This is an optimization exercise on Yosys and OpenROAD, whose aim is small area, a short achievable clock period and few clock cycles per item, not a production implementation.
At most, simulation tests tie the RTL to the original design; equivalence was not proved.
Only the layout flow was run in runs 1 and 2; the RTL was not checked for function there.
No activity file was given, so power comes from the tool's default toggle rates.

==> flow/design.v, too long to show whole: its modules and the start of the top module <==
// module sd_front: 35 lines
// module sd_prod: 442 lines
// module sd_add69: 409 lines
// module sd_fa: 4 lines
// module sd_ha: 4 lines
// module sd_back: 39 lines
// module sensor_decode: 98 lines
module sensor_decode (
    input  wire        clk,
    input  wire        rst,
    input  wire        in_valid,
    output wire        in_ready,
    input  wire [15:0] in_cmd,
    input  wire [7:0]  in_len,
    input  wire [7:0]  in_b0,
    input  wire [7:0]  in_b1,
    input  wire [7:0]  in_b2,
    output reg         out_valid,
    input  wire        out_ready,
    output wire [7:0]  out_status,
    output wire [7:0]  out_unit,
    output wire [63:0] out_f64,
    output wire [15:0] out_int
);
  // ...
==> flow/run.sh <==
#!/bin/bash
# synth_recipe.tcl (not shown) runs the flow's synth.tcl, then flattens the netlist and writes it again
# the make line also repeats each setting of config.mk as NAME=value (left out here)
make -C /OpenROAD-flow-scripts/flow DESIGN_CONFIG=/design/flow/config.mk WORK_HOME=/design/flow/orfs CLKGATE_MAP_FILE= SYNTH_SCRIPT=/design/flow/synth_recipe.tcl finish
==> flow/config.mk <==
export PLATFORM = sky130hd
export DESIGN_NAME = sensor_decode
export DESIGN_NICKNAME = sensor_decode
export VERILOG_FILES = /design/flow/design.v
export SDC_FILE = /design/flow/constraint.sdc
export NUM_CORES = 4
export LEC_CHECK = 0
export CAP_MARGIN = 20
export CORE_MARGIN = 2
export CORE_UTILIZATION = 40
export SLEW_MARGIN = 20
==> flow/constraint.sdc <==
create_clock -name core_clock -period 35.0 [get_ports {clk}]
set_input_delay 7.0000 -clock core_clock [delete_from_list [all_inputs] [get_ports {clk}]]
set_output_delay 7.0000 -clock core_clock [all_outputs]
set_load 0.01 [all_outputs]
==> results.yml, run 1 <==
clocking:
  post_cts_buffers: 0
  cts_tree: "done"
  hold_buffers: 0
global_routing:
  grt_max_degree: 82
  gr-usage-met1_pct: 33.6
  use_met2_pct: 43.1
  globalRoute.totalOverflow: 0
pwr:
  power_density_nw_per_um2: 88.1
  clockPowerShare_pct: 8.6
  vdd_drop_max_uv: 50.1
  p_int_mw: 1.09
final_layout:
  nonClockBufferCount: 172
  largest_class: "multi-input combinational cells"
  biggestRegsByFlops: "s2_e: 69 flops, r_val: 64 flops"
  final-clk-cell-share_pct: 2.34
  multi_input_area_share_pct: 63.1
  bufAreaShareNonClock_pct: 6.36
  fill_cells: 5740
  clock_buffers: 17
  multiInputGateArea_um2: 16200
  inverters: 275
  layout_common_cells: "273 x inv_1, 229 x nand2_1, 209 x nor2_1, 179 x a21oi_1, 167 x fa_1"
timing:
  fmax_mhz: 107
  finalHoldViolCount: 0
  slew_viol_final: 0
detailed_routing:
  drt_iter0_drc: 2118
  ant_nets: 0
  maxUsedRoutingLayer: "met5"
logic_synthesis:
  synth_edf_count: 159
  synth_most_common_cell: "inv_1"
  syn_avg_cell_area_um2: 8.50
  synth_compound_area_share_pct: 22.0
  async_reset_ff_share_pct: 0
  synthMuxAreaShare_pct: 3.77
  synth_seq_cells: 182
  synth_fa_ha_area_share_pct: 19.8
  synthFlopType: "edfxtp_1"
critical_path:
  cpPeakStageDelay_ps: 800
  cp.required_ps: 35110
  critical_path.endpoint_type: "register"
  critical_path.slowest_cell: "buf_4"
min_path:
  holdCritStartpoint: "s1_bad"
run_status:
  status: "no timing/DRC/antenna violations"
floorplanning:
  start_util_pct: 40.5
==> module sd_back, before the edit <==
module sd_back (
    input  wire [68:0] e,
    input  wire        n,
    output wire [63:0] y
);
    wire [21:0] top = e[68:47] ^ {22{n}};
    reg  [4:0]  lz;
    integer i;
    always @* begin
        lz = 5'd21;
        for (i = 0; i < 22; i = i + 1)
            if (top[i]) lz = 21 - i;
    end
    wire [68:0]  s16 = lz[4] ? {e[52:0], 16'd0} : e;
    wire [68:0]  s8  = lz[3] ? {e[60:0], 8'd0}  : s16;
    wire [68:0]  s4  = lz[2] ? {s8[64:0], 4'd0} : s8;
    wire [68:0]  s2  = lz[1] ? {s4[66:0], 2'd0} : s4;
    wire [68:15] s1  = lz[0] ? s2[67:14]        : s2[68:15];
    reg  [14:0] por;
    always @* begin
        por[0] = e[0];
        for (i = 1; i < 15; i = i + 1)
            por[i] = por[i-1] | e[i];
    end
    reg z;
    always @* begin
        z = 1'b1;
        for (i = 0; i < 15; i = i + 1)
            if (lz == i[4:0]) z = ~por[14-i];
    end
    wire [53:0] v   = s1 ^ {54{n}};
    wire        stk = ~z;
    wire        grd = v[0] ^ (n & z);
    wire        ca  = n & z & v[0];
    wire        inc = ca | (grd & (stk | v[1]));
    wire [10:0] ex  = 11'd1030 - {6'd0, lz};
    wire [62:0] r   = {ex, v[52:1]} + {62'd0, inc};
    assign y = {n, r};
endmodule
==> module sensor_decode, before the edit <==
module sensor_decode (
    input  wire        clk,
    input  wire        rst,
    input  wire        in_valid,
    output wire        in_ready,
    input  wire [15:0] in_cmd,
    input  wire [7:0]  in_len,
    input  wire [7:0]  in_b0,
    input  wire [7:0]  in_b1,
    input  wire [7:0]  in_b2,
    output reg         out_valid,
    input  wire        out_ready,
    output wire [7:0]  out_status,
    output wire [7:0]  out_unit,
    output wire [63:0] out_f64,
    output wire [15:0] out_int
);
    wire        is_dec = (in_cmd[15:10] == 6'b001000) && (in_cmd[7:0] == 8'd0);
    wire [1:0]  op     = in_cmd[9:8];
    wire        len_ok = op[1] ? (in_len == 8'd3) : (in_len == 8'd2);
    wire [15:0] opnd   = op[1] ? {4'd0, in_b1[3:2] & {2{~op[0]}}, in_b1[1:0], in_b2}
                               : {in_b0, in_b1};
    reg         s1_v, sk_v;
    reg  [15:0] s1_d, sk_d;
    reg  [1:0]  s1_op, sk_op;
    reg         s1_bad, sk_bad;
    assign in_ready = ~sk_v;
    wire   take     = in_valid & ~sk_v & is_dec;    
    wire   adv      = ~out_valid | out_ready;        
    always @(posedge clk) begin
        if (rst) begin
            s1_v <= 1'b0;
            sk_v <= 1'b0;
        end else if (adv) begin
            s1_v <= sk_v | take;
            sk_v <= 1'b0;
        end else if (take) begin
            sk_v <= 1'b1;
        end
    end
    always @(posedge clk) begin
        if (adv) begin
            s1_d   <= sk_v ? sk_d   : opnd;
            s1_op  <= sk_v ? sk_op  : op;
            s1_bad <= sk_v ? sk_bad : ~len_ok;
        end
        if (~sk_v) begin
            sk_d   <= opnd;
            sk_op  <= op;
            sk_bad <= ~len_ok;
        end
    end
    wire [68:0] f_e;
    wire        f_n;
    sd_front u_front (.raw(s1_d), .temp(s1_op == 2'd1), .hum(s1_op == 2'd0),
                      .e(f_e), .n(f_n));
    reg         s2_v;
    reg  [68:0] s2_e;            
    reg         s2_n;
    reg  [1:0]  s2_op;
    reg         s2_bad;
    always @(posedge clk) begin
        if (rst)
            s2_v <= 1'b0;
        else if (adv)
            s2_v <= s1_v;
    end
    always @(posedge clk) begin
        if (adv) begin
            s2_e   <= {f_e[68:16], s1_op[1] ? s1_d : f_e[15:0]};
            s2_n   <= f_n;
            s2_op  <= s1_op;
            s2_bad <= s1_bad;
        end
    end
    wire [63:0] b_y;
    sd_back u_back (.e(s2_e), .n(s2_n), .y(b_y));
    reg  [63:0] r_val;           
    reg  [1:0]  r_unit;
    reg         r_bad;
    always @(posedge clk) begin
        if (rst)
            out_valid <= 1'b0;
        else if (adv)
            out_valid <= s2_v;
    end
    always @(posedge clk) begin
        if (adv) begin
            r_val  <= {b_y[63:16], s2_op[1] ? s2_e[15:0] : b_y[15:0]};
            r_unit <= {s2_op[1], s2_op != 2'd1};
            r_bad  <= s2_bad;
        end
    end
    assign out_status = {6'd0, r_bad, 1'b0};
    assign out_unit   = {6'd0, r_unit};
    assign out_f64    = r_val;
    assign out_int    = r_val[15:0];
endmodule
==> run 2, diff against run 1 <==
--- a/flow/design.v
+++ b/flow/design.v
@@ -893,9 +893,10 @@
     assign co = a & b;
 endmodule
 module sd_back (
-    input  wire [68:0] e,
-    input  wire        n,
-    output wire [63:0] y
+    input  wire [68:12] e,
+    input  wire         o12,
+    input  wire         n,
+    output wire [63:0]  y
 );
     wire [21:0] top = e[68:47] ^ {22{n}};
     reg  [4:0]  lz;
@@ -905,31 +906,38 @@
         for (i = 0; i < 22; i = i + 1)
             if (top[i]) lz = 21 - i;
     end
-    wire [68:0]  s16 = lz[4] ? {e[52:0], 16'd0} : e;
-    wire [68:0]  s8  = lz[3] ? {e[60:0], 8'd0}  : s16;
+    wire [68:0]  ex0 = {e, 12'd0};
+    wire [68:0]  s8  = ({69{lz[4]}} & {ex0[52:0], 16'd0}) | ({69{lz[3]}} & {ex0[60:0], 8'd0})
+                     | ({69{~lz[4] & ~lz[3]}} & ex0);
     wire [68:0]  s4  = lz[2] ? {s8[64:0], 4'd0} : s8;
     wire [68:0]  s2  = lz[1] ? {s4[66:0], 2'd0} : s4;
     wire [68:15] s1  = lz[0] ? s2[67:14]        : s2[68:15];
-    reg  [14:0] por;
-    always @* begin
-        por[0] = e[0];
-        for (i = 1; i < 15; i = i + 1)
-            por[i] = por[i-1] | e[i];
-    end
-    reg z;
-    always @* begin
-        z = 1'b1;
-        for (i = 0; i < 15; i = i + 1)
-            if (lz == i[4:0]) z = ~por[14-i];
-    end
+    wire [2:0]  hi3 = e[14:12];
+    wire        z   = ~(o12 | (hi3[0] & (lz <= 5'd2)) | (hi3[1] & (lz <= 5'd1))
+                          | (hi3[2] & (lz == 5'd0)));
     wire [53:0] v   = s1 ^ {54{n}};
     wire        stk = ~z;
     wire        grd = v[0] ^ (n & z);
     wire        ca  = n & z & v[0];
     wire        inc = ca | (grd & (stk | v[1]));
     wire [10:0] ex  = 11'd1030 - {6'd0, lz};
-    wire [62:0] r   = {ex, v[52:1]} + {62'd0, inc};
-    assign y = {n, r};
+    wire [51:0] m   = v[52:1];
+    reg  [51:0] pa [0:6];
+    reg  [51:0] c;
+    integer k, d;
+    always @* begin
+        pa[0] = m;
+        for (d = 0; d < 6; d = d + 1) begin
+            pa[d+1] = pa[d];
+            for (k = 0; k < 52; k = k + 1)
+                if (((k >> d) & 1) == 1)
+                    pa[d+1][k] = pa[d][k] & pa[d][((k >> d) << d) - 1];
+        end
+        c[0] = inc;
+        for (k = 1; k < 52; k = k + 1)
+            c[k] = inc & pa[6][k-1];
+    end
+    assign y = {n, ex, m ^ c};
 endmodule
 module sensor_decode (
     input  wire        clk,
@@ -953,18 +961,21 @@
     wire        len_ok = op[1] ? (in_len == 8'd3) : (in_len == 8'd2);
     wire [15:0] opnd   = op[1] ? {4'd0, in_b1[3:2] & {2{~op[0]}}, in_b1[1:0], in_b2}
                                : {in_b0, in_b1};
-    reg         s1_v, sk_v;
+    reg         s1_v, s2_v, sk_v;
     reg  [15:0] s1_d, sk_d;
-    reg  [1:0]  s1_op, sk_op;
+    reg         s1_t, s1_h, s1_a, sk_t, sk_h, sk_a;
     reg         s1_bad, sk_bad;
+    wire   en3  = ~out_valid | out_ready;
+    wire   en2  = ~s2_v | en3;
+    wire   en1  = ~s1_v | en2;
     assign in_ready = ~sk_v;
     wire   take     = in_valid & ~sk_v & is_dec;    
-    wire   adv      = ~out_valid | out_ready;        
+    wire   i_t = (op == 2'd1), i_h = (op == 2'd0), i_a = op[1];
     always @(posedge clk) begin
         if (rst) begin
             s1_v <= 1'b0;
             sk_v <= 1'b0;
-        end else if (adv) begin
+        end else if (en1) begin
             s1_v <= sk_v | take;
             sk_v <= 1'b0;
         end else if (take) begin
@@ -972,55 +983,60 @@
         end
     end
     always @(posedge clk) begin
-        if (adv) begin
+        if (en1) begin
             s1_d   <= sk_v ? sk_d   : opnd;
-            s1_op  <= sk_v ? sk_op  : op;
+            s1_t   <= sk_v ? sk_t   : i_t;
+            s1_h   <= sk_v ? sk_h   : i_h;
+            s1_a   <= sk_v ? sk_a   : i_a;
             s1_bad <= sk_v ? sk_bad : ~len_ok;
         end
         if (~sk_v) begin
             sk_d   <= opnd;
-            sk_op  <= op;
+            sk_t   <= i_t;
+            sk_h   <= i_h;
+            sk_a   <= i_a;
             sk_bad <= ~len_ok;
         end
     end
     wire [68:0] f_e;
     wire        f_n;
-    sd_front u_front (.raw(s1_d), .temp(s1_op == 2'd1), .hum(s1_op == 2'd0),
-                      .e(f_e), .n(f_n));
-    reg         s2_v;
-    reg  [68:0] s2_e;            
+    sd_front u_front (.raw(s1_d), .temp(s1_t), .hum(s1_h), .e(f_e), .n(f_n));
+    reg  [68:12] s2_e;           
+    reg         s2_o12;          
     reg         s2_n;
-    reg  [1:0]  s2_op;
+    reg         s2_t, s2_a;
     reg         s2_bad;
     always @(posedge clk) begin
         if (rst)
             s2_v <= 1'b0;
-        else if (adv)
+        else if (en2)
             s2_v <= s1_v;
     end
     always @(posedge clk) begin
-        if (adv) begin
-            s2_e   <= {f_e[68:16], s1_op[1] ? s1_d : f_e[15:0]};
+        if (en2) begin
+            s2_e   <= {f_e[68:32], s1_a ? s1_d : f_e[31:16], f_e[15:12]};
+            s2_o12 <= |f_e[11:0];
             s2_n   <= f_n;
-            s2_op  <= s1_op;
+            s2_t   <= s1_t;
+            s2_a   <= s1_a;
             s2_bad <= s1_bad;
         end
     end
     wire [63:0] b_y;
-    sd_back u_back (.e(s2_e), .n(s2_n), .y(b_y));
+    sd_back u_back (.e(s2_e), .o12(s2_o12), .n(s2_n), .y(b_y));
     reg  [63:0] r_val;           
     reg  [1:0]  r_unit;
     reg         r_bad;
     always @(posedge clk) begin
         if (rst)
             out_valid <= 1'b0;
-        else if (adv)
+        else if (en3)
             out_valid <= s2_v;
     end
     always @(posedge clk) begin
-        if (adv) begin
-            r_val  <= {b_y[63:16], s2_op[1] ? s2_e[15:0] : b_y[15:0]};
-            r_unit <= {s2_op[1], s2_op != 2'd1};
+        if (en3) begin
+            r_val  <= {b_y[63:16], s2_a ? s2_e[31:16] : b_y[15:0]};
+            r_unit <= {s2_a, ~s2_t};
             r_bad  <= s2_bad;
         end
     end
==> flow/flow/run.sh (new file) <==
#!/bin/bash
# Layout: the standard flow (standard.sh, unchanged synthesis), with
# ORFS's timing repair asked for more setup slack than the 35 ns clock needs,
# so that it sizes and buffers the design's real critical paths.
set -euo pipefail
cd "$(dirname "$0")/.."
bash standard.sh SETUP_SLACK_MARGIN=26.5 finish > make_finish.log 2>&1
==> flow/standard.sh (new file) <==
#!/bin/bash
# synth_recipe.tcl (not shown) runs the flow's synth.tcl, then flattens the netlist and writes it again
# the make line also repeats each setting of config.mk as NAME=value (left out here)
make -C /OpenROAD-flow-scripts/flow DESIGN_CONFIG=/design/flow/config.mk WORK_HOME=/design/flow/orfs CLKGATE_MAP_FILE= SYNTH_SCRIPT=/design/flow/synth_recipe.tcl "${@:-finish}"
removed: flow/run.sh
==> run 2 against run 1 <==
  * Sequential cell count is 10 lower
  * Worst setup slack gained 970 ps
  * Clock-buffer cell count rose by 2
  * First-iteration DRC count fell by 14%
  * Synthesized area fell by 11%
  * Clock skew barely moved
  * Design area decreased by 9.9%
  * Power shrank 12%
  * Clock power is 2% lower
==> results.yml, run 2 <==
clocking:
  path_clk_slew_ps: 60
  cts_buffers: 17
  post_cts_buffers: 0
  clockRootBuffer: "clkbuf_16"
  htree_levels: 4
  clk-insertion-delay-late_ps: 490
  clock_sinks: 172
  cts_tree: "done"
  clk_path_buf_depth: 2
  hold_buffers: 0
final_layout:
  largest_register_ff_count: 63
  finish.utilization_pct: 45.1
  synthToLayoutAreaGrowth_pct: 11.3
  layout_commonest_cell: "nand2_1"
  fill_cells: 5028
  biggestRegsByFlops: "r_val: 63 flops, s2_e: 57 flops"
  max_flop_register: "r_val"
  drive_gt1_share_pct: 6.37
  final_nets: 2694
  instances_no_fill: 3067
  layout_common_cells: "261 x nand2_1, 239 x inv_1, 167 x fa_1, 148 x edfxtp_1, 139 x nor2_1"
  n_antenna_cell: 0
timing:
  grt_setup_unrepaired: "false"
  fin_tns_setup_ps: 0
  slew_viol_final: 0
  slew-limit-headroom_pct: 29.5
  fmax_mhz: 119
  fin_crit_sh_pct: 24.0
  period_needed_ps: 8400
  clock_skew_ps: 16.8
  setup_viol: 0
  finalHoldViolCount: 0
  fin_ws_ps: 26600
  worst_slew_pin_slew_ps: 1060
  holdWs_ps: 437
critical_path:
  critPathCapture: "in_ready"
  reg2reg_slack_ps: 27080
  cp.required_ps: 28000
  crit_type: "reg -> out"
  cp.arrival_ps: 1400
  critical_path.endpoint_type: "output port"
  startpoint: "sk_v"
  ff2ff_path_depth: 21
  crit_path_start_kind: "register"
  crit_fanout: 38
  reg2reg_from: "s1_d[14]"
  r2r_end: "s2_o12"
detailed_routing:
  wl_per_cell_um: 22.0
  dr.pass1.iters: 6
  drcViolationCount: 0
  drt_wl_total_um: 67500
  drt_iter0_drc: 1813
  via_count: 17900
  ant_nets: 0
  via_per_inst: 5.85
logic_synthesis:
  async_reset_ff_share_pct: 0
  synth-xor-area-share_pct: 5.86
  synth_cell_type_count: 109
  synth_area_leader_cell: "edfxtp_1"
  synth_edf_count: 148
  synth_top_family_by_area: "adder cells"
  netlist.area_leader.share_pct: 21.4
  yosys-top-cells-count: "262 x nand2_1, 241 x inv_1, 167 x fa_1"
  synth_seq_cells: 172
  yosys.area_share.simple_pct: 15.7
  syn_avg_cell_area_um2: 8.92
  synth_fa_ha_area_share_pct: 22.2
  syn-cell-area_um2: 20800
  ys.warnings.count: 3
  ys_seq_area_share_pct: 23.7
  synthFlopType: "edfxtp_1"
  synthCells: 2329
  synth_most_common_cell: "nand2_1"
  synthMuxAreaShare_pct: 5.05
  synth_area_leaders: "edfxtp_1 21%, fa_1 16%, ha_1 6.1%"
  synth_compound_area_share_pct: 19.5
pwr:
  p_leak_nw: 9.84
  power_density_nw_per_um2: 86.1
  vdd_drop_max_uv: 79.1
global_routing:
  grt_pass1_wl_um: 105000
  antenna_found_initial: 1
  grtUsageTotal_pct: 25.5
  grt_max_degree: 67
  grt_pass1_vias: 17600
  globalRoute.totalOverflow: 0
floorplanning:
  fp.coreArea_um2: 51300
  rows: 83
  die_area_um2: 53800
  die_w_um: 232
  ios: 150
  die_height_um: 232
  start_util_pct: 40.5
run_status:
  status: "no timing/DRC/antenna violations"
place:
  dp_slack_ps: 25930
  routabilityCongestion: 0.953
  place_inst: 3035
  numPortBuffers: 136
  dp_hpwl_um: 52700
flow_run:
  cap_violations: 0
min_path:
  hp-class: "reg -> reg"
==> run 2: cell types whose count changed after synthesis, moves of 33 or more <==
cell / change
a21oi_1: -43
a31oi_1: -38
inv_1: -34
nand2_1: +33
nand3_1: -54
nor2_1: -72
==> run 2: routing by layer <==
layer | part of all wire, % | routed length, um | track usage [%] | vias to the layer above
li1 | - | - | - | 8273
met1 | 44 | 29600 | 34.9 | 8770
met2 | 46 | 30700 | 40.1 | 767
met3 | 7.4 | 4990 | 4.76 | 131
met4 | 3.2 | 2160 | 9.42 | 0
met5 | 0 | 0 | 0 | -
==> run 2: worst max-delay path, stage by stage (launching register included) <==
cell and delay, ps:
dfxtp_1 360, buf_12 190, inv_1 70, dlygate4sd2_1 280
==> run 2: worst min-delay path by stage <==
stage | slack (ps) | cells past startpoint | to | startpoint
finish | 440 | 0 | r_bad | s2_bad
global route | 460 | 0 | r_bad | s2_bad
CTS | 440 | 0 | r_bad | s2_bad
detailed placement | 420 | 0 | r_bad | s2_bad
global placement | 420 | 0 | r_bad | s2_bad
floorplan | 400 | 0 | r_bad | s2_bad
==> run 2: repair_timing <==
item / CTS / global route
pin swaps: 0 / 0
gates resized for setup: 5 / 2
setup endpoints to repair: 22 / 2
gates cloned: 0 / 0
==> run 2: through the flow <==
| stage | power, mW | cell area [um2] |
|---|---|---|
| 6_report | 1.99 | 23100 |
| 4_1_cts | 1.98 | 23100 |
| 5_1_grt | 2.15 | 23100 |
| 3_3_place_gp | 1.77 | 22500 |
| 2_1_floorplan | 1.38 | 20800 |
| 3_5_place_dp | 1.78 | 22500 |
==> run 2: logic make-up after synthesis <==
kind of cell,after synthesis
buffers and inverters,395
xor gates and xnor gates,139
and+or+nand+nor,670
other,1
AOI/OAI and AO/OA,584
muxes,100
DFF,172
adders and majority gates,268
==> run 2: layout make-up <==
cell class	count	area, um2	share of cell area (%)
clock inverters	13	128	0.552
inverters	242	912	3.95
well taps	680	851	3.68
clock buffers	19	453	1.96
repair buffers	167	1610	6.96
flip-flops and latches	172	4920	21.3
multi-input cells	1774	14200	61.6
==> run 2: report_power, final <==
group	internal [mW]	switching, mW	leakage [nW]	total [mW]
registers	0.342	0.100	1.78	0.442
logic	0.575	0.782	7.77	1.36
clock network	0.103	0.0876	0.292	0.191
total	1.02	0.969	9.84	1.99
==> run 3, diff against run 2 <==
--- a/flow/design.v
+++ b/flow/design.v
@@ -921,23 +921,23 @@
     wire        ca  = n & z & v[0];
     wire        inc = ca | (grd & (stk | v[1]));
     wire [10:0] ex  = 11'd1030 - {6'd0, lz};
-    wire [51:0] m   = v[52:1];
-    reg  [51:0] pa [0:6];
-    reg  [51:0] c;
+    wire [62:0] a   = {ex, v[52:1]};
+    reg  [62:0] pa [0:6];
+    reg  [62:0] c;
     integer k, d;
     always @* begin
-        pa[0] = m;
+        pa[0] = a;
         for (d = 0; d < 6; d = d + 1) begin
             pa[d+1] = pa[d];
-            for (k = 0; k < 52; k = k + 1)
+            for (k = 0; k < 63; k = k + 1)
                 if (((k >> d) & 1) == 1)
                     pa[d+1][k] = pa[d][k] & pa[d][((k >> d) << d) - 1];
         end
         c[0] = inc;
-        for (k = 1; k < 52; k = k + 1)
+        for (k = 1; k < 63; k = k + 1)
             c[k] = inc & pa[6][k-1];
     end
-    assign y = {n, ex, m ^ c};
+    assign y = {n, a ^ c};
 endmodule
 module sensor_decode (
     input  wire        clk,
==> flow/run.sh (new file) <==
#!/bin/bash
# synth_recipe.tcl (not shown) runs the flow's synth.tcl, then flattens the netlist and writes it again
# the make line also repeats each setting of config.mk as NAME=value (left out here)
make -C /OpenROAD-flow-scripts/flow DESIGN_CONFIG=/design/flow/config.mk WORK_HOME=/design/flow/orfs CLKGATE_MAP_FILE= SYNTH_SCRIPT=/design/flow/synth_recipe.tcl finish
removed: flow/flow/run.sh
removed: flow/standard.sh
==> run 3 against run 2 <==
  * Critical path type unchanged
  * Via count up 9.6%
  * Non-clock buffer count up 9
  * Wire length up 8.3%
  * Global-route usage up 0.71 points
  * Combinational power up 9%
  * Highest routed layer unchanged
  * Worst setup slack worse by 300 ps
  * Register-to-register slack worse by 490 ps
  * Largest cell class unchanged
  * Synthesized cell count up 7.6%
  * Still clean on timing, DRC and antenna
  * Clock-buffer cell count down 2
==> results.yml, run 3 <==
run_status:
  status: "no timing/DRC/antenna violations"
timing:
  clock_skew_ps: 20.5
  holdWs_ps: 430
  slew-limit-headroom_pct: 32.4
  worst_slew_pin_slew_ps: 1010
  grt_setup_unrepaired: "false"
  finalHoldViolCount: 0
  fin_ws_ps: 26300
  fin_tns_setup_ps: 0
  setup_viol: 0
  slew_viol_final: 0
  fmax_mhz: 115
  fin_crit_sh_pct: 24.9
  period_needed_ps: 8700
pwr:
  p_leak_nw: 9.93
  combPwrFrac_pct: 69.3
  p_seq_share_pct: 21.2
  netSwitchingFraction_pct: 50.8
  p_switching_mw: 1.09
  vdd_drop_max_uv: 52.6
  clockPowerShare_pct: 9.5
  p_int_mw: 1.05
  total_power_mw: 2.14
  power_density_nw_per_um2: 88.6
clocking:
  cts_resized: 0
  htree_levels: 4
  clock_sinks: 173
  path_clk_slew_ps: 80
  clk_path_buf_depth: 2
  clk-insertion-delay-late_ps: 500
  hold_buffers: 0
  clockRootBuffer: "clkbuf_16"
  cts_tree: "done"
  cts_buffers: 17
  post_cts_buffers: 0
final_layout:
  drive_gt1_share_pct: 5.92
  biggestRegsByFlops: "r_val: 64 flops, s2_e: 57 flops"
  synthToLayoutAreaGrowth_pct: 11.0
  n_antenna_cell: 0
  instances_no_fill: 3246
  fill_cells: 5243
  final_nets: 2858
  max_flop_register: "r_val"
  layout_common_cells: "252 x inv_1, 229 x nand2_1, 167 x fa_1, 149 x nor2_1, 149 x edfxtp_1"
  largest_register_ff_count: 64
  layout_commonest_cell: "inv_1"
floorplanning:
  die_area_um2: 56300
  die_height_um: 237
  fp.coreArea_um2: 53800
  die_w_um: 237
  rows: 85
  ios: 150
  start_util_pct: 40.4
logic_synthesis:
  ys_seq_area_share_pct: 22.8
  ys.warnings.count: 3
  synth_area_leader_cell: "edfxtp_1"
  syn-cell-area_um2: 21800
  synth_cell_type_count: 108
  synth_edf_count: 149
  yosys-top-cells-count: "253 x inv_1, 230 x nand2_1, 167 x fa_1"
  netlist.area_leader.share_pct: 20.6
  async_reset_ff_share_pct: 0
  synth_area_leaders: "edfxtp_1 21%, fa_1 15%, ha_1 5.9%"
  synth_most_common_cell: "inv_1"
  synth_seq_cells: 173
  synthFlopType: "edfxtp_1"
  synthCells: 2507
  syn_avg_cell_area_um2: 8.68
place:
  place_inst: 3213
  numPortBuffers: 136
  dp_hpwl_um: 55700
  routabilityCongestion: 0.917
  dp_slack_ps: 25800
global_routing:
  antenna_found_initial: 0
  grt_pass1_wl_um: 114000
  globalRoute.totalOverflow: 0
  grt_pass1_vias: 19100
  grtUsageTotal_pct: 26.2
  grt_max_degree: 95
critical_path:
  critical_path.endpoint_type: "output port"
  cp_top_family: "buffers and inverters"
  cpPeakStageDelay_ps: 490
  crit_fanout: 38
  crit_buf_inv: 3
  critical_path.slowest_cell: "clkdlybuf4s50_1"
  crit_path_start_kind: "register"
  cp.required_ps: 28000
  cp.arrival_ps: 1700
  crit_type: "reg -> out"
  crit_path_cell_trace: "buf_4, inv_1, clkdlybuf4s50_1"
detailed_routing:
  drcViolationCount: 0
  ant_nets: 0
  wl_per_cell_um: 22.5
  drt_wl_total_um: 73100
  via_per_inst: 6.06
  drt_iter0_drc: 2403
  dr.pass1.iters: 6
  via_count: 19700
flow_run:
  cap_violations: 0
min_path:
  hp-class: "reg -> reg"
[run 3: logic make-up (layout without fill, tap and decap cells)]
kind of cell	Yosys count	after routing	share of synthesized area [%]
and+or+nand+nor	713	713	16.4
AOI/OAI and AO/OA	693	693	21.4
buffers and inverters	433	464	8.45
adders and majority gates	269	269	21.2
DFF	173	173	22.8
xor gates and xnor gates	141	141	5.68
muxes	84	84	4.03
other	1	13	0.0172
[run 3: area by class of cell]
class	instances	area, um2	area share [%]
Timing Repair Buffer	176	1680	6.96
Clock buffer	17	425	1.76
Clock inverter	15	195	0.808
Tap cell	696	871	3.61
Multi-Input combinational cell	1913	15100	62.4
Inverter	256	962	3.98
Sequential cell	173	4950	20.5
[run 3: final timing paths]
kind,start,end,slack (ps),cells past startpoint
worst max-delay path,sk_v,in_ready,26300,3
worst min-delay path,s2_bad,r_bad,430,0
worst max register to register,s1_t,s2_e[67],26590,22
worst min register to register,s2_bad,r_bad,430,0
[run 3: layer usage]
layer	GRT usage, %	wire length, um
met5	0	0
met4	6.82	1590
met3	5.71	6760
met2	40.5	32500
met1	37.2	32300
[run 3: stage by stage]
step                instance area, um2  utilization, %
floorplan                        21800               -
global placement                 23500            43.7
detailed placement               23500            43.7
CTS                              24100            44.8
global route                     24200            44.9
finish                           24200            44.9
[run 3: power groups by stage]
stage	combinational, mW	sequential [mW]	clock (mW)
after global routing	1.62	0.457	0.216
final	1.48	0.453	0.204
after floorplan	1.06	0.402	0
after global placement	1.43	0.450	0
after CTS	1.46	0.447	0.208
after detailed placement	1.46	0.451	0
Testbench counts of run 3, summed over its fixed seeds: cycles 32,024, items 32,000.
==> module sd_front, before the edit <==
module sd_front (
    input  wire [15:0] raw,
    input  wire        temp,
    input  wire        hum,
    output wire [68:0] e,
    output wire        n
);
    wire [15:0] m;
    assign m[0]  = raw >= 16'd2;
    assign m[1]  = raw >= 16'd3;
    assign m[2]  = raw >= 16'd6;
    assign m[3]  = raw >= 16'd12;
    assign m[4]  = raw >= 16'd24;
    assign m[5]  = raw >= 16'd47;
    assign m[6]  = raw >= 16'd94;
    assign m[7]  = raw >= 16'd187;
    assign m[8]  = raw >= 16'd373;
    assign m[9]  = raw >= 16'd746;
    assign m[10] = raw >= 16'd1492;
    assign m[11] = raw >= 16'd2984;
    assign m[12] = raw >= 16'd5968;
    assign m[13] = raw >= 16'd11935;
    assign m[14] = raw >= 16'd23870;
    assign m[15] = raw >= 16'd47739;
    wire [15:0] mt = m & {16{temp}};
    assign n = temp ? (raw < 16'd17474) : (raw < 16'd3146);
    wire [68:0] x, y, q;
    sd_prod  u_prod (.raw(raw), .temp(temp), .hum(hum), .mt(mt), .x(x), .y(y));
    sd_add69 u_add  (.a(x), .b(y), .s(q));
    wire        tie = temp & mt[0] & ~|(q[15:0] & mt);
    wire [16:0] at  = {mt, 1'b1} & ~{1'b0, mt};
    wire [16:0] el  = (q[16:0] & ~{1'b0, mt} & ~(at & {17{tie}}))
                    | {1'b0, mt[15:14], 14'd0};
    assign e = {q[68:17], el};
endmodule
==> run 4, diff against run 3 <==
--- a/flow/design.v
+++ b/flow/design.v
@@ -23,7 +23,7 @@
     assign m[14] = raw >= 16'd23870;
     assign m[15] = raw >= 16'd47739;
     wire [15:0] mt = m & {16{temp}};
-    assign n = temp ? (raw < 16'd17474) : (raw < 16'd3146);
+    assign n = temp ? (raw < 16'd17474) : hum & (raw < 16'd3146);
     wire [68:0] x, y, q;
     sd_prod  u_prod (.raw(raw), .temp(temp), .hum(hum), .mt(mt), .x(x), .y(y));
     sd_add69 u_add  (.a(x), .b(y), .s(q));
@@ -921,23 +921,23 @@
     wire        ca  = n & z & v[0];
     wire        inc = ca | (grd & (stk | v[1]));
     wire [10:0] ex  = 11'd1030 - {6'd0, lz};
-    wire [62:0] a   = {ex, v[52:1]};
-    reg  [62:0] pa [0:6];
-    reg  [62:0] c;
+    wire [51:0] m   = v[52:1];
+    reg  [51:0] pa [0:6];
+    reg  [51:0] c;
     integer k, d;
     always @* begin
-        pa[0] = a;
+        pa[0] = m;
         for (d = 0; d < 6; d = d + 1) begin
             pa[d+1] = pa[d];
-            for (k = 0; k < 63; k = k + 1)
+            for (k = 0; k < 52; k = k + 1)
                 if (((k >> d) & 1) == 1)
                     pa[d+1][k] = pa[d][k] & pa[d][((k >> d) << d) - 1];
         end
         c[0] = inc;
-        for (k = 1; k < 63; k = k + 1)
+        for (k = 1; k < 52; k = k + 1)
             c[k] = inc & pa[6][k-1];
     end
-    assign y = {n, a ^ c};
+    assign y = {n, ex, m ^ c};
 endmodule
 module sensor_decode (
     input  wire        clk,
@@ -959,27 +959,30 @@
     wire        is_dec = (in_cmd[15:10] == 6'b001000) && (in_cmd[7:0] == 8'd0);
     wire [1:0]  op     = in_cmd[9:8];
     wire        len_ok = op[1] ? (in_len == 8'd3) : (in_len == 8'd2);
-    wire [15:0] opnd   = op[1] ? {4'd0, in_b1[3:2] & {2{~op[0]}}, in_b1[1:0], in_b2}
-                               : {in_b0, in_b1};
-    reg         s1_v, s2_v, sk_v;
+    wire [15:0] opnd   = {op[1] ? in_b2 : in_b0,
+                          in_b1[7:4], in_b1[3:2] & ~{2{op[1] & op[0]}}, in_b1[1:0]};
+    reg         s1_v, s2_v, sk_v, rdy;
     reg  [15:0] s1_d, sk_d;
     reg         s1_t, s1_h, s1_a, sk_t, sk_h, sk_a;
     reg         s1_bad, sk_bad;
     wire   en3  = ~out_valid | out_ready;
     wire   en2  = ~s2_v | en3;
     wire   en1  = ~s1_v | en2;
-    assign in_ready = ~sk_v;
+    assign in_ready = rdy;
     wire   take     = in_valid & ~sk_v & is_dec;    
     wire   i_t = (op == 2'd1), i_h = (op == 2'd0), i_a = op[1];
     always @(posedge clk) begin
         if (rst) begin
             s1_v <= 1'b0;
             sk_v <= 1'b0;
+            rdy  <= 1'b1;
         end else if (en1) begin
             s1_v <= sk_v | take;
             sk_v <= 1'b0;
+            rdy  <= 1'b1;
         end else if (take) begin
             sk_v <= 1'b1;
+            rdy  <= 1'b0;
         end
     end
     always @(posedge clk) begin
@@ -1014,7 +1017,7 @@
     end
     always @(posedge clk) begin
         if (en2) begin
-            s2_e   <= {f_e[68:32], s1_a ? s1_d : f_e[31:16], f_e[15:12]};
+            s2_e   <= {f_e[68:32], s1_a ? {4'd0, s1_d[3:0], s1_d[15:8]} : f_e[31:16], f_e[15:12]};
             s2_o12 <= |f_e[11:0];
             s2_n   <= f_n;
             s2_t   <= s1_t;
@@ -1035,7 +1038,7 @@
     end
     always @(posedge clk) begin
         if (en3) begin
-            r_val  <= {b_y[63:16], s2_a ? s2_e[31:16] : b_y[15:0]};
+            r_val  <= b_y;
             r_unit <= {s2_a, ~s2_t};
             r_bad  <= s2_bad;
         end
==> flow/flow/run.sh (new file) <==
#!/bin/bash
# Layout: the standard flow (standard.sh, unchanged synthesis), with
#  - the buffers that synthesis (ABC) inserted removed at floorplan, before
#    the standard repair_design sizes and buffers the netlist again;
#  - ORFS's timing repair asked for more setup slack than the 35 ns clock
#    needs, so that it sizes and buffers the design's real critical paths;
#  - every port buffered with buf_1 rather than the default buffer cell.
set -euo pipefail
cd "$(dirname "$0")/.."
bash standard.sh REMOVE_ABC_BUFFERS=1 SETUP_SLACK_MARGIN=26.9 \
    "BUFFER_PORTS_ARGS=-buffer_cell sky130_fd_sc_hd__buf_1" finish > make_finish.log 2>&1
==> flow/standard.sh (new file) <==
#!/bin/bash
# synth_recipe.tcl (not shown) runs the flow's synth.tcl, then flattens the netlist and writes it again
# the make line also repeats each setting of config.mk as NAME=value (left out here)
make -C /OpenROAD-flow-scripts/flow DESIGN_CONFIG=/design/flow/config.mk WORK_HOME=/design/flow/orfs CLKGATE_MAP_FILE= SYNTH_SCRIPT=/design/flow/synth_recipe.tcl "${@:-finish}"
--- a/flow/config.mk
+++ b/flow/config.mk
@@ -7,5 +7,6 @@
 export LEC_CHECK = 0
 export CAP_MARGIN = 20
 export CORE_MARGIN = 2
-export CORE_UTILIZATION = 40
+export CORE_UTILIZATION = 55
 export SLEW_MARGIN = 20
+export SYNTH_HIERARCHICAL = 1
removed: flow/run.sh
==> run 4 against run 3 <==
  * Utilization increased by 11 points
  * Sequential share of layout area is 1.3 points higher
  * Maximum frequency is 8.7% higher
  * Final cell count decreased by 15%
  * Combinational power is essentially flat
  * Design area is 5.7% lower
  * First-iteration DRC count shrank 42%
  * Wire length is 17% lower
  * Worst hold slack improved by 2.2 ps
  * Synthesized area up 4.0%
==> results.yml, run 4 <==
logic_synthesis:
  async_reset_ff_share_pct: 0
  synth_area_leader_cell: "edfxtp_1"
  synth_most_common_cell: "fa_1"
  synthCells: 2319
  ys.warnings.count: 9
  netlist.area_leader.share_pct: 19.8
  syn-cell-area_um2: 22600
  yosys-top-cells-count: "201 x fa_1, 179 x nand2_1, 176 x buf_4"
  synth_area_leaders: "edfxtp_1 20%, fa_1 18%, ha_1 6.6%"
  syn_avg_cell_area_um2: 9.75
  synth_edf_count: 149
  synthFlopType: "edfxtp_1"
  ys_seq_area_share_pct: 22.0
  synth_seq_cells: 174
  synth_cell_type_count: 121
critical_path:
  crit_fanout: 2
  crit_path_start_kind: "register"
  cp.arrival_ps: 1000
  crit_path_cell_trace: "buf_1"
  critical_path.endpoint_type: "output port"
  cp.required_ps: 28000
  r2r_end: "s2_o12"
  crit_buf_inv: 1
  crit_type: "reg -> out"
  reg2reg_slack_ps: 27400
  ff2ff_path_depth: 26
  reg2reg_from: "s1_d[13]"
  cp_top_family: "flip-flops"
  cpPeakStageDelay_ps: 400
  critical_path.slowest_cell: "edfxtp_1"
detailed_routing:
  via_per_inst: 6.21
  wl_met1_um: 26600
  maxUsedRoutingLayer: "met4"
  drt_wl_total_um: 60300
  via_count: 17200
  wl_per_cell_um: 21.8
  wl_met2_um: 29300
  dr.pass1.iters: 6
  ant_nets: 0
  drt_iter0_drc: 1386
  drcViolationCount: 0
  routed-wl-met3_um: 3150
clocking:
  clockRootBuffer: "clkbuf_16"
  cts_buffers: 17
  cts_tree: "done"
  htree_levels: 4
  post_cts_buffers: 0
  clk-insertion-delay-late_ps: 460
  clock_sinks: 174
  path_clk_slew_ps: 80
  clk_path_buf_depth: 2
floorplanning:
  start_util_pct: 55.5
  fp.coreArea_um2: 40700
  ios: 150
  die_height_um: 207
  die_w_um: 207
  die_area_um2: 42800
  rows: 74
min_path:
  holdCritStartpoint: "s2_bad"
  hold_path_depth: 0
  hp-class: "reg -> reg"
  holdPathEnd: "r_bad"
timing:
  finalHoldViolCount: 0
  slew-limit-headroom_pct: 17.9
  holdWs_ps: 432
  clock_skew_ps: 20.9
  worst_slew_pin_slew_ps: 1230
  fmax_mhz: 125
  period_needed_ps: 8000
  fin_tns_setup_ps: 0
  fin_crit_sh_pct: 22.9
  grt_setup_unrepaired: "false"
  slew_viol_final: 0
  setup_viol: 0
global_routing:
  grt_pass1_vias: 16700
  antenna_found_initial: 0
  grt_pass1_wl_um: 95100
  grtUsageTotal_pct: 28.7
  grt_max_degree: 68
  globalRoute.totalOverflow: 0
final_layout:
  drive_gt1_share_pct: 8.01
  synthToLayoutAreaGrowth_pct: 0.652
  finish.utilization_pct: 55.9
  layout_commonest_cell: "fa_1"
  final_nets: 2594
  max_flop_register: "r_val"
  layout_common_cells: "201 x fa_1, 175 x nand2_1, 149 x edfxtp_1, 136 x buf_1, 135 x a21oi_1"
  biggestRegsByFlops: "r_val: 64 flops, s2_e: 57 flops"
  n_antenna_cell: 0
  largest_register_ff_count: 64
place:
  dp_hpwl_um: 45400
  routabilityCongestion: 0.983
  numPortBuffers: 136
pwr:
  vdd_drop_max_uv: 54.5
  power_density_nw_per_um2: 92.8
  p_leak_nw: 8.78
flow_run:
  cap_violations: 0
run_status:
  status: "no timing/DRC/antenna violations"
-- run 4: cell types whose count changed after synthesis, sizes merged, moves of 18 or more --
cell	delta
inv	-185
buf	+133
nand2	-48
o21ai	-46
nor2	-43
mux2i	+38
fa	+34
nand4	-21
nand3	+20
o211ai	-19
mux2	+18
-- run 4: cell families after synthesis --
logic type	synth area share (%)
and+or+nand+nor	14.6
AOI/OAI and AO/OA	16.6
buffers and inverters	9.94
adders and majority gates	24.4
DFF	22.0
xor gates and xnor gates	5.65
muxes	6.89
other	0.0332
-- run 4: worst max-delay path by stage --
stage              start          end  slack (ps)  cells after the start
2_1_floorplan  out_ready         s2_a       26020                      2
6_report        r_val[6]   out_f64[6]       27000                      1
5_1_grt        r_val[13]  out_f64[13]       26910                      1
3_5_place_dp   out_ready          rdy       26030                      4
4_1_cts        out_ready          rdy       26930                      4
3_3_place_gp   out_ready          rdy       26050                      4
-- run 4: metal layers --
layer	track usage, %	vias up
met3	2.73	85
met2	48.0	590
met4	7.98	0
met5	0	-
met1	39.8	8463
li1	-	8054
-- run 4: Yosys stat by module (local to each module, per instance) --
module / times used / flip-flops and latches
sd_prod: 1 / 0
sd_ha: 103 / 0
sd_back: 1 / 0
sd_add69: 1 / 0
sensor_decode: 1 / 174
sd_front: 1 / 0
sd_fa: 201 / 0
-- run 4: report_power, final --
| group | switching (mW) | leakage [nW] | internal (mW) |
|---|---|---|---|
| logic | 0.881 | 6.68 | 0.596 |
| clock network | 0.0993 | 0.302 | 0.0987 |
| registers | 0.0805 | 1.80 | 0.356 |
| total | 1.06 | 8.78 | 1.05 |
-- run 4: area by class of cell --
class,count,area [um2]
inverters,71,269
multi-input cells,1792,15500
well taps,532,666
clock buffers,17,425
fillers,3691,18000
flip-flops and latches,174,4970
clock inverters,15,199
repair buffers,166,748
-- run 4: through the flow --
| step | instances | area (um2) | total power, mW | setup WS (ps) |
|---|---|---|---|---|
| finish | 2767 | 22800 | 2.11 | 27000 |
| global route | 2767 | 22800 | 2.30 | 26910 |
| CTS | 2766 | 22700 | 2.10 | 26930 |
| detailed placement | 2734 | 22100 | 1.89 | 26030 |
| global placement | 2734 | 22100 | 1.87 | 26050 |
| floorplan | 2037 | 20700 | 1.52 | 26020 |
-- run 4: what timing repair did --
action                                  in CTS  in global routing
resized for setup                            1                  2
hold buffers                                 0                  0
endpoints found under the setup margin      23                  3
pin swaps                                    0                  1
-- run 4: worst reg2reg max path, delay by kind of cell (launching register included) --
family          cells  cell delay (ps)
xor+xnor            1              130
simple gates       11             3160
compound gates     11             2060
flops               1              700
fa+ha+maj           3             1260
Testbench counts of run 4, summed over its fixed seeds: cycles 32,024, items 32,000.
==> run 5, diff against run 4 <==
--- a/flow/design.v
+++ b/flow/design.v
@@ -898,7 +898,8 @@
     input  wire         n,
     output wire [63:0]  y
 );
-    wire [21:0] top = e[68:47] ^ {22{n}};
+    wire [68:12] ee = e ^ {57{n}};                
+    wire [21:0] top = ee[68:47];
     reg  [4:0]  lz;
     integer i;
     always @* begin
@@ -906,16 +907,16 @@
         for (i = 0; i < 22; i = i + 1)
             if (top[i]) lz = 21 - i;
     end
-    wire [68:0]  ex0 = {e, 12'd0};
-    wire [68:0]  s8  = ({69{lz[4]}} & {ex0[52:0], 16'd0}) | ({69{lz[3]}} & {ex0[60:0], 8'd0})
+    wire [68:0]  ex0 = {ee, {12{n}}};
+    wire [68:0]  s8  = ({69{lz[4]}} & {ex0[52:0], {16{n}}}) | ({69{lz[3]}} & {ex0[60:0], {8{n}}})
                      | ({69{~lz[4] & ~lz[3]}} & ex0);
-    wire [68:0]  s4  = lz[2] ? {s8[64:0], 4'd0} : s8;
-    wire [68:0]  s2  = lz[1] ? {s4[66:0], 2'd0} : s4;
-    wire [68:15] s1  = lz[0] ? s2[67:14]        : s2[68:15];
+    wire [68:0]  s4  = lz[2] ? {s8[64:0], {4{n}}} : s8;
+    wire [68:0]  s2  = lz[1] ? {s4[66:0], {2{n}}} : s4;
+    wire [68:15] s1  = lz[0] ? s2[67:14]          : s2[68:15];
     wire [2:0]  hi3 = e[14:12];
     wire        z   = ~(o12 | (hi3[0] & (lz <= 5'd2)) | (hi3[1] & (lz <= 5'd1))
                           | (hi3[2] & (lz == 5'd0)));
-    wire [53:0] v   = s1 ^ {54{n}};
+    wire [53:0] v   = s1;
     wire        stk = ~z;
     wire        grd = v[0] ^ (n & z);
     wire        ca  = n & z & v[0];
==> run 5 against run 4 <==
  * First-iteration DRC count rose by 2.5%
  * Design area rose by 1.4%
  * Clock skew fell by 5.9 ps
  * Power fell by 6.7%
  * Clock-buffer cell count rose by 2
  * Largest cell class unchanged
==> results.yml, run 5 <==
run_status:
  status: "no timing/DRC/antenna violations"
critical_path:
  crit_type: "reg -> out"
  critical_path_depth: 1
  critical_path.endpoint_type: "output port"
  cp_top_family: "flip-flops"
  cpPeakStageDelay_ps: 430
  crit_path_cell_trace: "clkbuf_2"
  crit_fanout: 2
  crit_buf_inv: 1
  critical_path.slowest_cell: "edfxtp_1"
  ff2ff_path_depth: 26
  cp.required_ps: 28000
  crit_path_start_kind: "register"
  cp.arrival_ps: 1070
logic_synthesis:
  syn-cell-area_um2: 23000
  synth_most_common_cell: "fa_1"
  synth_area_leaders: "edfxtp_1 19%, fa_1 17%, ha_1 6.5%"
  synthCells: 2491
  synth_cell_type_count: 124
  ys.warnings.count: 9
  ys_seq_area_share_pct: 21.6
  yosys-top-cells-count: "201 x fa_1, 193 x nand2_1, 178 x buf_4"
  async_reset_ff_share_pct: 0
  synth_seq_cells: 174
  synthFlopType: "edfxtp_1"
  synth_edf_count: 149
  synth_area_leader_cell: "edfxtp_1"
  netlist.area_leader.share_pct: 19.4
  syn_avg_cell_area_um2: 9.24
clocking:
  clockRootBuffer: "clkbuf_16"
  cts_tree: "done"
  path_clk_slew_ps: 60
  hold_buffers: 0
  htree_levels: 4
  clock_sinks: 174
  clk-insertion-delay-late_ps: 480
  cts_buffers: 17
  clk_path_buf_depth: 2
  post_cts_buffers: 0
final_layout:
  finish.utilization_pct: 56.2
  largest_register_ff_count: 64
  biggestRegsByFlops: "r_val: 64 flops, s2_e: 57 flops"
  layout_common_cells: "201 x fa_1, 192 x nand2_1, 169 x nor2_1, 149 x edfxtp_1, 142 x a21oi_1"
  instances_no_fill: 2933
  fill_cells: 3745
  drive_gt1_share_pct: 7.71
  layout_commonest_cell: "fa_1"
  multiInputGateArea_um2: 15800
  max_flop_register: "r_val"
  synthToLayoutAreaGrowth_pct: 0.315
  regArea_um2: 4970
  n_antenna_cell: 0
  final_nets: 2760
place:
  dp_slack_ps: 26060
  numPortBuffers: 136
  dp_hpwl_um: 47200
  place_inst: 2901
  routabilityCongestion: 0.884
detailed_routing:
  wl_per_cell_um: 21.3
  via_per_inst: 6.31
  drt_wl_total_um: 62500
  ant_nets: 0
  dr.pass1.iters: 6
  drt_iter0_drc: 1420
  via_count: 18500
  drcViolationCount: 0
floorplanning:
  die_area_um2: 43500
  ios: 150
  start_util_pct: 56.0
  fp.coreArea_um2: 41100
  rows: 74
  die_w_um: 209
  die_height_um: 209
pwr:
  power_density_nw_per_um2: 85.3
  clockPowerShare_pct: 9.2
  p_seq_share_pct: 22.6
  p_leak_nw: 8.79
  p_int_mw: 0.977
  p_switching_mw: 0.992
  combPwrFrac_pct: 68.2
  vdd_drop_max_uv: 50.7
  netSwitchingFraction_pct: 50.4
timing:
  period_needed_ps: 8070
  slew-limit-headroom_pct: 33.9
  slew_viol_final: 0
  finalHoldViolCount: 0
  fmax_mhz: 124
  worst_slew_pin_slew_ps: 988
  fin_ws_ps: 26930
  fin_tns_setup_ps: 0
  grt_setup_unrepaired: "true"
  holdWs_ps: 435
  setup_viol: 0
  fin_crit_sh_pct: 23.0
  clock_skew_ps: 15.0
global_routing:
  grt_pass1_wl_um: 99400
  globalRoute.totalOverflow: 0
  grt_pass1_vias: 18000
  grt_max_degree: 104
  antenna_found_initial: 0
  grtUsageTotal_pct: 29.0
flow_run:
  cap_violations: 0
min_path:
  hp-class: "reg -> reg"
  hold_path_depth: 0
==> run 5: cells by family (layout without fill, tap and decap cells) <==
group                      count (synthesis)  after routing  synth area share, %
buffers and inverters                    386            284                 10.1
adders and majority gates                320            320                 23.9
and+or+nand+nor                          807            807                 18.4
muxes                                     51             51                 2.36
xor gates and xnor gates                 108            108                 4.11
other                                      2             14               0.0326
DFF                                      174            174                 21.6
AOI/OAI and AO/OA                        643            643                 19.4
==> run 5: metrics by stage <==
| stage | total power, mW | instance area (um2) |
|---|---|---|
| finish | 1.97 | 23100 |
| floorplan | 1.42 | 21000 |
| detailed placement | 1.77 | 22500 |
| global route | 2.14 | 23100 |
| CTS | 1.96 | 23100 |
| global placement | 1.74 | 22500 |
==> run 5: worst paths after layout <==
path                  from    endpoint  slack [ps]
setup reg to reg  s1_d[13]      s2_o12       27360
hold / removal      s2_bad       r_bad         440
hold reg to reg     s2_bad       r_bad         440
setup / recovery  r_val[7]  out_f64[7]       26930
==> run 5: what timing repair did <==
item / CTS / global route
pin swaps: 0 / 0
resized for setup: 1 / 6
endpoints found under the setup margin: 27 / 7
==> run 5: layout make-up <==
type	count	share of cell area, %
Clock buffer	19	1.87
Clock inverter	13	0.498
Inverter	82	1.33
Multi-Input combinational cell	1943	68.5
Sequential cell	174	21.5
Tap cell	532	2.88
Timing Repair Buffer	170	3.39
==> run 5: per-layer routing <==
layer	share of wire, %	track usage (%)	wire length, um	vias up
met2	47	47.0	29400	662
met5	0	0	0	-
met3	5.0	3.88	3150	124
li1	-	-	-	8670
met1	44	38.8	27400	9061
met4	4.1	13.3	2540	0
==> run 5: modules after synthesis, one instance, submodules excluded <==
| module | area, um2 | times used | flops+latches | cells inside |
|---|---|---|---|---|
| sd_fa | 20.0 | 201 | 0 | 1 |
| sd_front | 1220 | 1 | 0 | 177 |
| sd_ha | 12.5 | 103 | 0 | 1 |
| sd_prod | 1650 | 1 | 0 | 258 |
| sensor_decode | 5880 | 1 | 174 | 298 |
| sd_back | 7050 | 1 | 0 | 1161 |
| sd_add69 | 1910 | 1 | 0 | 293 |
==> run 5: power by group through the flow <==
| stage | logic, mW | clock network, mW | registers [mW] |
|---|---|---|---|
| after floorplan | 0.979 | 0 | 0.438 |
| after global placement | 1.30 | 0 | 0.444 |
| after detailed placement | 1.32 | 0 | 0.446 |
| after CTS | 1.33 | 0.188 | 0.442 |
| after global routing | 1.49 | 0.195 | 0.451 |
| final | 1.34 | 0.182 | 0.444 |
Testbench counts of run 5, summed over its fixed seeds: cycles 32,024, items 32,000.
==> run 6, diff against run 5 <==
--- a/flow/config.mk
+++ b/flow/config.mk
@@ -8,5 +8,7 @@
 export CAP_MARGIN = 20
 export CORE_MARGIN = 2
 export CORE_UTILIZATION = 55
+export CTS_CLUSTER_DIAMETER = 120
+export CTS_CLUSTER_SIZE = 40
 export SLEW_MARGIN = 20
 export SYNTH_HIERARCHICAL = 1
==> run 6 against run 5 <==
  * Critical endpoint unchanged
  * Still clean
  * Final cell count is the same
  * Critical path depth stayed put
  * Largest power group unchanged
  * Power unchanged
  * First-iteration DRC count is the same
  * Sequential share of layout area stayed put
  * Synthesized area unchanged
==> results.yml, run 6 <==
clocking:
  cts_buffers: 17
  clock_sinks: 174
  path_clk_slew_ps: 60
  htree_levels: 4
  clk_path_buf_depth: 2
  clockRootBuffer: "clkbuf_16"
  clk-insertion-delay-late_ps: 480
  cts_tree: "done"
  post_cts_buffers: 0
critical_path:
  critical_path.slowest_cell: "edfxtp_1"
  cp.arrival_ps: 1070
  critical_path.endpoint_type: "output port"
  cpPeakStageDelay_ps: 430
  cp.required_ps: 28000
  crit_type: "reg -> out"
  cp_top_family: "flip-flops"
  crit_path_cell_trace: "clkbuf_2"
  crit_buf_inv: 1
  critical_path_depth: 1
  ff2ff_path_depth: 26
  crit_path_start_kind: "register"
  crit_fanout: 2
place:
  routabilityCongestion: 0.884
  placed_area_um2: 22500
  numPortBuffers: 136
  dp_hpwl_um: 47200
  place_inst: 2901
logic_synthesis:
  synth_area_leaders: "edfxtp_1 19%, fa_1 17%, ha_1 6.5%"
  yosys-top-cells-count: "201 x fa_1, 193 x nand2_1, 178 x buf_4"
  ys.warnings.count: 9
  netlist.area_leader.share_pct: 19.4
  synth_cell_type_count: 124
  ys_seq_area_share_pct: 21.6
  synthCells: 2491
  syn_avg_cell_area_um2: 9.24
  async_reset_ff_share_pct: 0
  synth_seq_cells: 174
  synth_edf_count: 149
  synth_most_common_cell: "fa_1"
  synthFlopType: "edfxtp_1"
  syn-cell-area_um2: 23000
  synth_area_leader_cell: "edfxtp_1"
pwr:
  p_leak_nw: 8.79
  vdd_drop_max_uv: 50.7
  power_density_nw_per_um2: 85.3
floorplanning:
  die_area_um2: 43500
  fp.coreArea_um2: 41100
  die_w_um: 209
  die_height_um: 209
  rows: 74
  start_util_pct: 56.0
  ios: 150
timing:
  period_needed_ps: 8070
  worst_slew_pin_slew_ps: 988
  setup_viol: 0
  finalHoldViolCount: 0
  holdWs_ps: 435
  slew_viol_final: 0
  fin_tns_setup_ps: 0
  fin_crit_sh_pct: 23.0
  clock_skew_ps: 15.0
  slew-limit-headroom_pct: 33.9
  fmax_mhz: 124
  grt_setup_unrepaired: "true"
detailed_routing:
  via_per_inst: 6.31
  maxUsedRoutingLayer: "met4"
  wl_per_cell_um: 21.3
  wl_met2_um: 29400
  drcViolationCount: 0
  wl_met1_um: 27400
  routed-wl-met3_um: 3150
  drt_wl_total_um: 62500
  dr.pass1.iters: 6
  via_count: 18500
  drt_iter0_drc: 1420
  ant_nets: 0
flow_run:
  cap_violations: 0
global_routing:
  grt_pass1_wl_um: 99400
  globalRoute.totalOverflow: 0
  grt_pass1_vias: 18000
  grt_max_degree: 104
  antenna_found_initial: 0
  grtUsageTotal_pct: 29.0
final_layout:
  final_nets: 2760
  drive_gt1_share_pct: 7.71
  fin_area_um2: 23100
  layout_commonest_cell: "fa_1"
  layout_common_cells: "201 x fa_1, 192 x nand2_1, 169 x nor2_1, 149 x edfxtp_1, 142 x a21oi_1"
  biggestRegsByFlops: "r_val: 64 flops, s2_e: 57 flops"
  instances_no_fill: 2933
  finish.utilization_pct: 56.2
  n_antenna_cell: 0
  synthToLayoutAreaGrowth_pct: 0.315
  max_flop_register: "r_val"
  largest_register_ff_count: 64
run_status:
  status: "no timing/DRC/antenna violations"
min_path:
  hold_path_depth: 0
  hp-class: "reg -> reg"
[run 6: cells by family after synthesis]
group	synth area share (%)
DFF	21.6
other	0.0326
xor gates and xnor gates	4.11
and+or+nand+nor	18.4
buffers and inverters	10.1
adders and majority gates	23.9
AOI/OAI and AO/OA	19.4
muxes	2.36
[run 6: path summary, 6_finish.rpt]
check                              start          to  slack (ps)
worst max-delay path            r_val[7]  out_f64[7]       26930
worst min-delay path              s2_bad       r_bad         440
worst max register to register  s1_d[13]      s2_o12       27360
worst min register to register    s2_bad       r_bad         440
[run 6: timing repair]
action,in CTS,in global routing
hold buffers,0,0
resized for setup,1,6
endpoints found under the setup margin,27,7
cloned,0,0
[run 6: modules after synthesis (local to each module, per instance)]
| module | flip-flops and latches | copies in the design |
|---|---|---|
| sd_prod | 0 | 1 |
| sd_ha | 0 | 103 |
| sd_front | 0 | 1 |
| sd_fa | 0 | 201 |
| sd_add69 | 0 | 1 |
| sd_back | 0 | 1 |
| sensor_decode | 174 | 1 |
[run 6: layout make-up]
cell class                 count  area [um2]
clock buffer                  19         433
clock inverter                13         115
fill                        3745       18000
inverter                      82         308
multi-input combinational   1943       15800
sequential                   174        4970
tap                          532         666
timing repair buffer         170         783
[run 6: routing by layer]
metal  up-vias  track usage (%)
met2       662             47.0
met4         0             13.3
met5         -                0
li1       8670                -
met3       124             3.88
met1      9061             38.8
[run 6: report_power, final]
group / total, mW / leakage (nW) / switching [mW] / internal (mW)
clock: 0.182 / 0.262 / 0.0842 / 0.0976
combinational: 1.34 / 6.74 / 0.821 / 0.522
sequential: 0.444 / 1.79 / 0.0867 / 0.358
[run 6: through the flow]
step / setup WS, ps / total power, mW
finish: 26930 / 1.97
global route: 26880 / 2.14
CTS: 26890 / 1.96
detailed placement: 26060 / 1.77
global placement: 26050 / 1.74
floorplan: 24180 / 1.42
==> run 7, diff against run 6 <==
--- a/flow/design.v
+++ b/flow/design.v
@@ -923,21 +923,37 @@
     wire        inc = ca | (grd & (stk | v[1]));
     wire [10:0] ex  = 11'd1030 - {6'd0, lz};
     wire [51:0] m   = v[52:1];
-    reg  [51:0] pa [0:6];
-    reg  [51:0] c;
+    wire [12:0] ga;
+    genvar g;
+    generate
+        for (g = 0; g < 13; g = g + 1) begin : g_ga
+            assign ga[g] = &m[4*g+3:4*g];
+        end
+    endgenerate
+    reg  [12:0] pg [0:4];
+    reg  [12:0] gc;
     integer k, d;
     always @* begin
-        pa[0] = m;
-        for (d = 0; d < 6; d = d + 1) begin
-            pa[d+1] = pa[d];
-            for (k = 0; k < 52; k = k + 1)
+        pg[0] = ga;
+        for (d = 0; d < 4; d = d + 1) begin
+            pg[d+1] = pg[d];
+            for (k = 0; k < 13; k = k + 1)
                 if (((k >> d) & 1) == 1)
-                    pa[d+1][k] = pa[d][k] & pa[d][((k >> d) << d) - 1];
+                    pg[d+1][k] = pg[d][k] & pg[d][((k >> d) << d) - 1];
         end
-        c[0] = inc;
-        for (k = 1; k < 52; k = k + 1)
-            c[k] = inc & pa[6][k-1];
+        gc[0] = inc;
+        for (k = 1; k < 13; k = k + 1)
+            gc[k] = inc & pg[4][k-1];
     end
+    wire [51:0] c;
+    generate
+        for (g = 0; g < 13; g = g + 1) begin : g_c
+            assign c[4*g]   = gc[g];
+            assign c[4*g+1] = gc[g] & m[4*g];
+            assign c[4*g+2] = gc[g] & m[4*g] & m[4*g+1];
+            assign c[4*g+3] = gc[g] & m[4*g] & m[4*g+1] & m[4*g+2];
+        end
+    endgenerate
     assign y = {n, ex, m ^ c};
 endmodule
 module sensor_decode (
--- a/flow/config.mk
+++ b/flow/config.mk
@@ -8,7 +8,5 @@
 export CAP_MARGIN = 20
 export CORE_MARGIN = 2
 export CORE_UTILIZATION = 55
-export CTS_CLUSTER_DIAMETER = 120
-export CTS_CLUSTER_SIZE = 40
 export SLEW_MARGIN = 20
 export SYNTH_HIERARCHICAL = 1
==> run 7 against run 6 <==
  * Still clean on timing, DRC and antenna
  * Clock skew decreased by 2.0 ps
  * Register-to-register slack improved by 280 ps
  * Worst setup slack improved by 51 ps
  * Sequential cell count unchanged
  * Final cell count decreased by 6.6%
  * Die area decreased by 3.6%
  * Synthesized area decreased by 3.7%
  * Critical endpoint is now out_f64[3]
==> results.yml, run 7 <==
run_status:
  status: "no timing/DRC/antenna violations"
floorplanning:
  ios: 150
  die_area_um2: 41900
  fp.coreArea_um2: 39700
  start_util_pct: 55.8
  die_height_um: 205
  die_w_um: 205
  rows: 73
pwr:
  total_power_mw: 1.83
  vdd_drop_max_uv: 53.5
  clockPowerShare_pct: 10.6
  p_int_mw: 0.942
  p_seq_share_pct: 24.5
  p_switching_mw: 0.886
  combPwrFrac_pct: 64.9
  power_density_nw_per_um2: 81.6
  p_leak_nw: 9.04
  netSwitchingFraction_pct: 48.5
logic_synthesis:
  yosys-top-cells-count: "201 x fa_1, 179 x nand2_1, 178 x buf_4"
  syn_avg_cell_area_um2: 9.69
  synthMuxAreaShare_pct: 4.20
  ys.warnings.count: 9
  synthCells: 2289
  synth_fa_ha_area_share_pct: 27.0
  synth_cell_type_count: 117
  synth_area_leaders: "edfxtp_1 20%, fa_1 18%, ha_1 8.9%"
  synth_area_leader_cell: "edfxtp_1"
  synth_edf_count: 149
  synth_most_common_cell: "fa_1"
  synth-xor-area-share_pct: 3.83
  synthFlopType: "edfxtp_1"
  synth_seq_cells: 174
  ys_seq_area_share_pct: 22.4
  syn-cell-area_um2: 22200
  synth_compound_area_share_pct: 17.4
  yosys.area_share.simple_pct: 15.3
  netlist.area_leader.share_pct: 20.2
  async_reset_ff_share_pct: 0
  synth_top_family_by_area: "adder cells"
detailed_routing:
  wl_met1_um: 26200
  wl_met2_um: 29500
  maxUsedRoutingLayer: "met4"
  via_count: 17000
  drt_wl_total_um: 59700
  drt_iter0_drc: 1466
  dr.pass1.iters: 5
  drcViolationCount: 0
  wl_per_cell_um: 21.8
  ant_nets: 0
  routed-wl-met3_um: 2810
  via_per_inst: 6.19
clocking:
  clk-insertion-delay-late_ps: 460
  path_clk_slew_ps: 70
  htree_levels: 4
  cts_buffers: 17
  post_cts_buffers: 0
  clockRootBuffer: "clkbuf_16"
  clock_sinks: 174
  cts_tree: "done"
  hold_buffers: 0
  cts_resized: 2
  clk_path_buf_depth: 2
global_routing:
  grt_max_degree: 68
  grt_pass1_vias: 16800
  antenna_found_initial: 0
  grt_pass1_wl_um: 94200
  grtUsageTotal_pct: 29.1
  globalRoute.totalOverflow: 0
critical_path:
  crit_fanout: 2
  crit_path_start_kind: "register"
  cp.required_ps: 28000
  cp_top_family: "flip-flops"
  critical_path.endpoint_type: "output port"
  critical_path.slowest_cell: "edfxtp_1"
  cpPeakStageDelay_ps: 410
  crit_buf_inv: 1
  cp.arrival_ps: 1020
  crit_type: "reg -> out"
  crit_path_cell_trace: "buf_1"
timing:
  worst_slew_pin_slew_ps: 1010
  fin_crit_sh_pct: 22.9
  setup_viol: 0
  slew_viol_final: 0
  slew-limit-headroom_pct: 32.3
  fmax_mhz: 125
  finalHoldViolCount: 0
  grt_setup_unrepaired: "false"
  fin_tns_setup_ps: 0
  clock_skew_ps: 12.9
  period_needed_ps: 8020
place:
  numPortBuffers: 136
  dp_hpwl_um: 45700
  place_inst: 2708
  routabilityCongestion: 0.920
final_layout:
  synthToLayoutAreaGrowth_pct: 1.03
  n_antenna_cell: 0
  biggestRegsByFlops: "r_val: 64 flops, s2_e: 57 flops"
  final_nets: 2612
  instances_no_fill: 2740
  max_flop_register: "r_val"
  drive_gt1_share_pct: 7.45
  layout_commonest_cell: "fa_1"
  largest_register_ff_count: 64
  layout_common_cells: "201 x fa_1, 178 x nand2_1, 157 x ha_1, 149 x edfxtp_1, 143 x nor2_1"
flow_run:
  cap_violations: 0
min_path:
  hp-class: "reg -> reg"
run 7: per-module statistics from Yosys (local to each module, per instance):
module         cell area [um2]  times used  cells inside
sd_add69                  1910           1           293
sd_back                   6260           1           935
sd_fa                     20.0         201             1
sd_front                  1150           1           201
sd_ha                     12.5         103             1
sd_prod                   1650           1           258
sensor_decode             5880           1           298
run 7: final timing paths:
path	startpoint	to	slack [ps]	cells past startpoint
hold / removal	s2_bad	r_bad	420	0
setup / recovery	r_val[3]	out_f64[3]	26980	1
hold reg to reg	s2_bad	r_bad	420	0
setup reg to reg	s1_t	s2_e[65]	27640	20
run 7: area by class of cell:
type / instances / area, um2
multi-input cells: 1761 / 15100
well taps: 525 / 657
inverters: 80 / 300
fillers: 3562 / 17300
clock buffers: 21 / 503
clock inverters: 11 / 111
flip-flops and latches: 174 / 4970
repair buffers: 168 / 751
run 7: through the flow:
stage               utilization [%]  hold slack [ps]  area, um2  worst slack, ps
floorplan                         -              400      20300            25640
global placement               54.8              403      21800            26060
detailed placement             54.8              407      21800            25990
CTS                            56.4              424      22400            26950
global route                   56.4              442      22400            26930
finish                         56.4              421      22400            26980
run 7: kinds of logic after synthesis:
family,Yosys count
and+or+nand+nor,653
AOI/OAI and AO/OA,550
buffers and inverters,366
adders and majority gates,358
DFF,174
xor gates and xnor gates,97
muxes,89
other,2
run 7: layer usage:
| metal | vias to the layer above | track usage (%) |
|---|---|---|
| li1 | 7943 | - |
| met1 | 8361 | 38.7 |
| met2 | 579 | 49.7 |
| met3 | 84 | 3.60 |
| met4 | 0 | 8.51 |
| met5 | - | 0 |
run 7: power groups by stage:
| stage | Clock, mW | Combinational, mW | Sequential [mW] |
|---|---|---|---|
| floorplan | 0 | 0.852 | 0.439 |
| global placement | 0 | 1.16 | 0.448 |
| detailed placement | 0 | 1.18 | 0.449 |
| CTS | 0.199 | 1.19 | 0.444 |
| global route | 0.206 | 1.34 | 0.456 |
| finish | 0.194 | 1.19 | 0.448 |
Testbench counts of run 7, summed over its fixed seeds: cycles 32,024, items 32,000.

==> what the ideal ports hide <==
The flow's constraints put no driver on any port. The routed layouts listed below were extracted and timed again, unchanged, in two steps. Step 1, drivers: a clkbuf_16 drives clk and a buf_2 each remaining input, both assumed. Step 2, shift: input delay + t, output delay - t, t = (earliest + latest rising clock arrival at the registers) / 2. This alone moves slack from input paths to output paths. Three values: ideal, step 1, step 2; two values: the first two.
run | t (ns) | setup slack, ns | worst register clock-pin slew, ns | worst data-port slew with drivers (ns) | cell pins on the clock port's net
run 1 | 0.541 | 25.622 / 25.654 / 25.113 | 0.08 / 0.08 | 0.05 | 1
run 2 | 0.535 | 26.597 / 26.543 / 26.267 | 0.08 / 0.08 | 0.05 | 1
run 3 | 0.546 | 26.296 / 26.237 / 26.087 | 0.08 / 0.08 | 0.04 | 1
run 4 | 0.499 | 26.995 / 26.948 / 26.637 | 0.08 / 0.08 | 0.05 | 1
run 5 | 0.534 | 26.934 / 26.876 / 26.602 | 0.08 / 0.08 | 0.04 | 1
run 6 | 0.534 | 26.934 / 26.876 / 26.602 | 0.08 / 0.08 | 0.04 | 1
run 7 | 0.510 | 26.985 / 26.930 / 26.637 | 0.07 / 0.07 | 0.04 | 1
After both steps setup and hold are still met in every run listed. For run 1, which loses most, drivers alone change the setup slack by +0.032 ns; drivers and shift together by -0.509 ns.
